From an optimization exercise on the open Yosys and OpenROAD flow, aimed at a short achievable clock period and few clock cycles; shortcuts taken in it are not production practice.
No activity file was given, so power comes from the tool's default toggle rates.

==> 11-22 <==
==> flow/design.v (excerpt) <==
module csc16 (
    input  wire        clk,
    input  wire        rst,
    input  wire        cmd_valid,
    output wire        cmd_ready,
    input  wire [39:0] cmd_word,
    output wire        rsp_valid,
    output wire [2:0]  rsp_status,
    output wire [31:0] rsp_res,
    output reg         str_valid,
    output reg  [7:0]  str_data,
    output wire        tx_valid,
    output wire [7:0]  tx_data,
    input  wire        tx_ok,
    input  wire        tx_fail,
    output wire        rx_req,
    input  wire        rx_valid,
    input  wire [7:0]  rx_data,
    input  wire        rx_timeout,
    input  wire        rx_err
);
Settings: LEC_CHECK=0, ABC_CLOCK_PERIOD_IN_PS=1500, CAP_MARGIN=20, CORE_MARGIN=2, CORE_UTILIZATION=40, SETUP_SLACK_MARGIN=5.0, SLEW_MARGIN=20, SYNTH_HIERARCHICAL=1, SYNTH_MINIMUM_KEEP_SIZE=0, TNS_END_PERCENT=100; clock period 4.0 ns.
run.sh (not shown) runs the stock make flow with config.mk's settings and CLKGATE_MAP_FILE= SYNTH_SCRIPT=/design/flow/synth_recipe.tcl, a recipe that flattens the netlist after the stock synthesis.
==> 09-18 (differences from 11-22) <==
--- a/flow/design.v
+++ b/flow/design.v
@@ -77,11 +77,10 @@
     reg        tl;       
     reg        dl;       
     reg        feed;     
     reg        strm;     
     reg        ckm;      
-    reg        rsel;     
     reg        s8;       
     reg        s16;      
     reg        hm;       
     reg        clrp;     
     reg        updp;     
@@ -92,11 +91,11 @@
     wire tdone = tl & tx_ok;
     wire ddone = dl & rx_valid;
     csc16_ans u_rsp (.r(rr), .t(tl), .tx_ok(tx_ok), .d(dl), .rx_valid(rx_valid), .y(rsp_valid));
     csc16_ans u_rdy (.r(ir), .t(tl), .tx_ok(tx_ok), .d(dl), .rx_valid(rx_valid), .y(cmd_ready));
     assign rsp_status = st;
-    assign rsp_res    = {R[31:8], rsel ? rx_data : R[7:0]};
+    assign rsp_res    = {R[31:8], rxm ? rx_data : R[7:0]};
     assign tx_valid   = txm;
     assign rx_req     = rxm;
     assign tx_data    = sh[31:24];
     wire        take = cmd_valid & (ir | tdone | ddone);
     wire rx_zero, rx_eq_hi, rx_eq_lo;
@@ -222,11 +221,11 @@
                 end
             end
         end
     end
     reg        ir_n, rr_n, txm_n, rxm_n, last_n, tl_n, dl_n, feed_n, strm_n, ckm_n;
-    reg        s8_n, s16_n, clrp_n, updp_n, rsel_n;
+    reg        s8_n, s16_n, clrp_n, updp_n;
     reg [2:0]  st_n;
     reg [31:0] R_n, sh_n;
     reg [5:0]  cnt_n;
     always @(*) begin
         st_n   = ST_OK;
@@ -244,11 +243,10 @@
         last_n = 1'b0;
         ir_n   = 1'b1;
         cnt_n  = 6'd0;
         clrp_n = 1'b0;
         updp_n = 1'b0;
-        rsel_n = 1'b0;
         sh_n   = op[5]           ? {crc_nx, 16'd0}    :
                  (op[4] & op[1]) ? imm                :
                  (op[4] & op[0]) ? {imm[15:0], 16'd0} :
                                    {imm[7:0], 24'd0};
         case (op)
@@ -285,11 +283,10 @@
             end
             8'h20, 8'h21, 8'h22, 8'h24, 8'h25, 8'h26: begin
                 rxm_n  = 1'b1;
                 ir_n   = 1'b0;
                 feed_n = 1'b1;
-                rsel_n = ~(op[2] & (op[1:0] == 2'd0));
                 case (op[1:0])
                     2'd0: begin
                         cnt_n  = 6'd1;
                         last_n = 1'b1;
                         dl_n   = !op[2];
@@ -323,14 +320,14 @@
     localparam NW = 19 + 3 + 32 + 32 + 6;
     wire [NW-1:0] nx;
     csc16_sel #(.W(NW)) u_take (
         .s (take),
         .a ({ir_n, rr_n, txm_n, rxm_n, last_n, tl_n, dl_n, feed_n, strm_n, ckm_n,
-             s8_n, s16_n, hm,   clrp_n, updp_n, rsel_n, 3'b000,
+             s8_n, s16_n, hm,   clrp_n, updp_n, 4'b0000,
              st_n, R_n, sh_n, cnt_n}),
         .b ({ir_c, rr_c, txm_c, rxm_c, last_c, tl_c, dl_c, feed_c, strm_c, ckm_c,
-             s8_c, s16_c, hm_c, clrp_c, updp_c, rxm_c & rsel, 3'b000,
+             s8_c, s16_c, hm_c, clrp_c, updp_c, 4'b0000,
              st_c, R_c, sh_c, cnt_c}),
         .y (nx)
     );
     always @(posedge clk) begin
         {hm, st, R, sh, cnt} <= {nx[NW-13], nx[72:0]};
@@ -344,16 +341,14 @@
             tl   <= 1'b0;
             dl   <= 1'b0;
             s8   <= 1'b0;
             clrp <= 1'b0;
             updp <= 1'b0;
-            rsel <= 1'b0;
         end else begin
             {ir, rr, txm, rxm} <= nx[NW-1:NW-4];
             {tl, dl} <= nx[NW-6:NW-7];
             s8   <= nx[NW-11];
             clrp <= nx[NW-14];
             updp <= nx[NW-15];
-            rsel <= nx[NW-16];
         end
     end
 endmodule
==> 02-02 (differences from 11-22) <==
--- a/flow/design.v
+++ b/flow/design.v
@@ -6,30 +6,31 @@
     input  wire [W-1:0] b,
     output wire [W-1:0] y
 );
     assign y = s ? a : b;
 endmodule
-module csc16_ans (
-    input  wire r,
-    input  wire t,
-    input  wire tx_ok,
-    input  wire d,
-    input  wire rx_valid,
-    output wire y
+module csc16_dec (
+    input  wire [7:0] op,
+    output wire       clr,
+    output wire       upd,
+    output wire       val,
+    output wire       enc,
+    output wire       txck,
+    output wire       dec,
+    output wire       str,
+    output wire       rxck
 );
-    assign y = r | (t & tx_ok) | (d & rx_valid);
-endmodule
-module csc16_cmp (
-    input  wire [7:0]  b,
-    input  wire [15:0] c,
-    output wire        zero,
-    output wire        eq_hi,
-    output wire        eq_lo
-);
-    assign zero  = (b == 8'h00);
-    assign eq_hi = (b == c[15:8]);
-    assign eq_lo = (b == c[7:0]);
+    wire lo  = (op[7:6] == 2'b00);
+    wire wok = ~(op[1] & op[0]);    
+    assign clr  = lo & (op[5:0] == 6'h00);
+    assign upd  = lo & (op[5:0] == 6'h01);
+    assign val  = lo & (op[5:0] == 6'h02);
+    assign enc  = lo & (op[5:3] == 3'b010) & wok;
+    assign dec  = lo & (op[5:3] == 3'b100) & wok;
+    assign str  = lo & (op[5:0] == 6'h28);
+    assign txck = lo & (op[5:0] == 6'h30);
+    assign rxck = lo & (op[5:0] == 6'h31);
 endmodule
 module csc16 (
     input  wire        clk,
     input  wire        rst,
     input  wire        cmd_valid,
@@ -89,22 +90,25 @@
     reg [31:0] R;        
     reg [31:0] sh;       
     reg [5:0]  cnt;      
     wire tdone = tl & tx_ok;
     wire ddone = dl & rx_valid;
-    csc16_ans u_rsp (.r(rr), .t(tl), .tx_ok(tx_ok), .d(dl), .rx_valid(rx_valid), .y(rsp_valid));
-    csc16_ans u_rdy (.r(ir), .t(tl), .tx_ok(tx_ok), .d(dl), .rx_valid(rx_valid), .y(cmd_ready));
+    assign rsp_valid  = rr | tdone | ddone;
+    assign cmd_ready  = ir | tdone | ddone;
     assign rsp_status = st;
     assign rsp_res    = {R[31:8], rsel ? rx_data : R[7:0]};
     assign tx_valid   = txm;
     assign rx_req     = rxm;
     assign tx_data    = sh[31:24];
-    wire        take = cmd_valid & (ir | tdone | ddone);
-    wire rx_zero, rx_eq_hi, rx_eq_lo;
-    csc16_cmp u_cmp (.b(rx_data), .c(crc), .zero(rx_zero), .eq_hi(rx_eq_hi), .eq_lo(rx_eq_lo));
+    wire        take = cmd_valid & cmd_ready;
     wire [7:0]  op   = cmd_word[39:32];
     wire [31:0] imm  = cmd_word[31:0];
+    wire is_clr, is_upd, is_val, is_enc, is_txck, is_dec, is_str, is_rxck;
+    csc16_dec u_dec (
+        .op(op), .clr(is_clr), .upd(is_upd), .val(is_val), .enc(is_enc),
+        .txck(is_txck), .dec(is_dec), .str(is_str), .rxck(is_rxck)
+    );
     wire        fd_rx  = rxm & feed & rx_valid;
     wire        fd_tx  = (txm & feed & tx_ok) | updp;
     wire [15:0] crc_a  = crc_step(crc, 8'h00);
     wire [15:0] crc_rx = crc_a ^ crc_step(16'h0000, rx_data);
     wire [15:0] crc_tx = crc_a ^ crc_step(16'h0000, sh[31:24]);
@@ -120,11 +124,11 @@
     always @(posedge clk) begin
         str_data  <= rx_data;
         if (rst)
             str_valid <= 1'b0;
         else
-            str_valid <= rxm & strm & rx_valid & ~rx_zero;
+            str_valid <= rxm & strm & rx_valid & (rx_data != 8'h00);
     end
     reg        ir_c, rr_c, txm_c, rxm_c, last_c, tl_c, dl_c, feed_c, strm_c, ckm_c;
     reg        s8_c, s16_c, hm_c, clrp_c, updp_c;
     reg [2:0]  st_c;
     reg [31:0] R_c, sh_c;
@@ -178,26 +182,31 @@
                 st_c  = rx_timeout ? ST_SHORT : ST_TRANSP;
                 R_c   = 32'd0;
             end else if (rx_valid) begin
                 if (strm) begin
                     cnt_c = cnt + 6'd1;
-                    R_c   = {26'd0, rx_zero ? cnt : cnt + 6'd1};
-                    if (rx_zero || cnt == 6'd47) begin
+                    if (rx_data == 8'h00) begin
+                        rxm_c = 1'b0;
+                        ir_c  = 1'b1;
+                        rr_c  = 1'b1;
+                        R_c   = {26'd0, cnt};
+                    end else if (cnt == 6'd47) begin
                         rxm_c = 1'b0;
                         ir_c  = 1'b1;
                         rr_c  = 1'b1;
+                        R_c   = {26'd0, cnt + 6'd1};
                     end
                 end else if (ckm) begin
                     last_c = 1'b1;
                     if (!last) begin
-                        hm_c       = rx_eq_hi;
+                        hm_c       = (rx_data == crc[15:8]);
                         R_c[15:8]  = rx_data;
                     end else begin
                         rxm_c = 1'b0;
                         ir_c  = 1'b1;
                         rr_c  = 1'b1;
-                        if (hm && rx_eq_lo) begin
+                        if (hm && rx_data == crc[7:0]) begin
                             R_c = {16'd0, R[15:8], rx_data};
                         end else begin
                             R_c  = 32'd0;
                             st_c = ST_MISMATCH;
                         end
@@ -222,11 +231,12 @@
                 end
             end
         end
     end
     reg        ir_n, rr_n, txm_n, rxm_n, last_n, tl_n, dl_n, feed_n, strm_n, ckm_n;
-    reg        s8_n, s16_n, clrp_n, updp_n, rsel_n;
+    reg        s8_n, s16_n, clrp_n, updp_n;
+    wire       rsel_n = is_dec & ~(op[2] & (op[1:0] == 2'd0));
     reg [2:0]  st_n;
     reg [31:0] R_n, sh_n;
     reg [5:0]  cnt_n;
     always @(*) begin
         st_n   = ST_OK;
@@ -244,29 +254,28 @@
         last_n = 1'b0;
         ir_n   = 1'b1;
         cnt_n  = 6'd0;
         clrp_n = 1'b0;
         updp_n = 1'b0;
-        rsel_n = 1'b0;
         sh_n   = op[5]           ? {crc_nx, 16'd0}    :
                  (op[4] & op[1]) ? imm                :
                  (op[4] & op[0]) ? {imm[15:0], 16'd0} :
                                    {imm[7:0], 24'd0};
-        case (op)
-            8'h00: begin
+        case (1'b1)
+            is_clr: begin
                 clrp_n = 1'b1;
                 rr_n   = 1'b1;
             end
-            8'h01: begin
+            is_upd: begin
                 updp_n = 1'b1;
                 rr_n   = 1'b1;
             end
-            8'h02: begin
+            is_val: begin
                 R_n  = {16'd0, crc_nx};
                 rr_n = 1'b1;
             end
-            8'h10, 8'h11, 8'h12, 8'h14, 8'h15, 8'h16: begin
+            is_enc: begin
                 txm_n  = 1'b1;
                 ir_n   = 1'b0;
                 feed_n = 1'b1;
                 case (op[1:0])
                     2'd0: begin
@@ -276,20 +285,19 @@
                     end
                     2'd1:    cnt_n = 6'd2;
                     default: cnt_n = 6'd4;
                 endcase
             end
-            8'h30: begin
+            is_txck: begin
                 txm_n = 1'b1;
                 ir_n  = 1'b0;
                 cnt_n = 6'd2;
             end
-            8'h20, 8'h21, 8'h22, 8'h24, 8'h25, 8'h26: begin
+            is_dec: begin
                 rxm_n  = 1'b1;
                 ir_n   = 1'b0;
                 feed_n = 1'b1;
-                rsel_n = ~(op[2] & (op[1:0] == 2'd0));
                 case (op[1:0])
                     2'd0: begin
                         cnt_n  = 6'd1;
                         last_n = 1'b1;
                         dl_n   = !op[2];
@@ -300,17 +308,17 @@
                         s16_n = op[2];
                     end
                     default: cnt_n = 6'd4;
                 endcase
             end
-            8'h28: begin
+            is_str: begin
                 rxm_n  = 1'b1;
                 ir_n   = 1'b0;
                 feed_n = 1'b1;
                 strm_n = 1'b1;
             end
-            8'h31: begin
+            is_rxck: begin
                 rxm_n = 1'b1;
                 ir_n  = 1'b0;
                 ckm_n = 1'b1;
                 cnt_n = 6'd2;
             end
==> qor summary <==
quantity	02-02	11-22	09-18
Proportion of power drawn by flip-flops and latches	30.8%	31.8%	33.4%
Gp weighted congestion	0.915	0.897	0.905
Non-clock inverter instance count of the final layout	27	22	20
Wire length of the first global-routing pass	51000 um	48000 um	44600 um
Worst reg2reg path startpoint	crc[4]	crc[2]	rxm
Total clock network power	1.63 mW	1.66 mW	1.46 mW
Number of well taps	280	280	275
Nets@finish	1364	1296	1299
Non-clock buffer contribution to total cell area	23.9%	24.4%	23.9%
Number of placement rows	54	54	53
Clock period minus final worst setup slack	2590 ps	2340 ps	2310 ps
Multi-input gate count	825	789	797
Pin count of the biggest net entering global routing	40	41	41
Result of the run	no timing/DRC/antenna violations	no timing/DRC/antenna violations	no timing/DRC/antenna violations
Sequential cells	114	114	113
Crit path arrival time	2960 ps	2660 ps	2620 ps
Combined buffer and inverter count along the critical path	4	2	3
Total cell area at the placement stage	10200 um^2	10100 um^2	9720 um^2
Start point of the worst hold path	rx_data[6]	rx_data[5]	rx_data[5]
Y dimension of the die	152 um	152 um	150 um
Destination of the worst hold path	str_data[6]	str_data[5]	str_data[5]
Longest individual stage delay on the worst path	450 ps	540 ps	540 ps
Function was not checked in any run of this note: the RTL went through the layout flow alone.

## re-timing with driven ports
The results above use ideal ports. As a check the final layouts listed here were re-extracted and re-timed, cells and wires unchanged.
Step 1 (the two cells are an assumption about what drives the block):
set clk [get_ports {clk}]
set_driving_cell -lib_cell sky130_fd_sc_hd__clkbuf_16 $clk
set_driving_cell -lib_cell sky130_fd_sc_hd__buf_2 [delete_from_list [all_inputs] $clk]
Step 2 moves the port delays by t, midway between the first and last clock arrival at a register: inputs arrive t later, outputs are due t later. That takes back most of the time a late clock gives input paths.
a / b / c = ideal / step 1 / step 2; a / b = the first two.
| run | t (ns) | slack for setup (ns) | slew at the worst register clock pin (ns) | worst slew at a driven data input, ns |
|---|---|---|---|---|
| 11-22 | 0.479 | 1.659 / 1.624 / 1.182 | 0.07 / 0.07 | 0.06 |
| 09-18 | 0.471 | 1.690 / 1.676 / 1.220 | 0.06 / 0.06 | 0.08 |
| 02-02 | 0.473 | 1.405 / 1.413 / 0.940 | 0.06 / 0.06 | 0.07 |
After both steps setup and hold are still met in every run listed. The setup slack of 11-22, which loses most, moves by -0.035 ns with the drivers and by -0.477 ns with both steps.
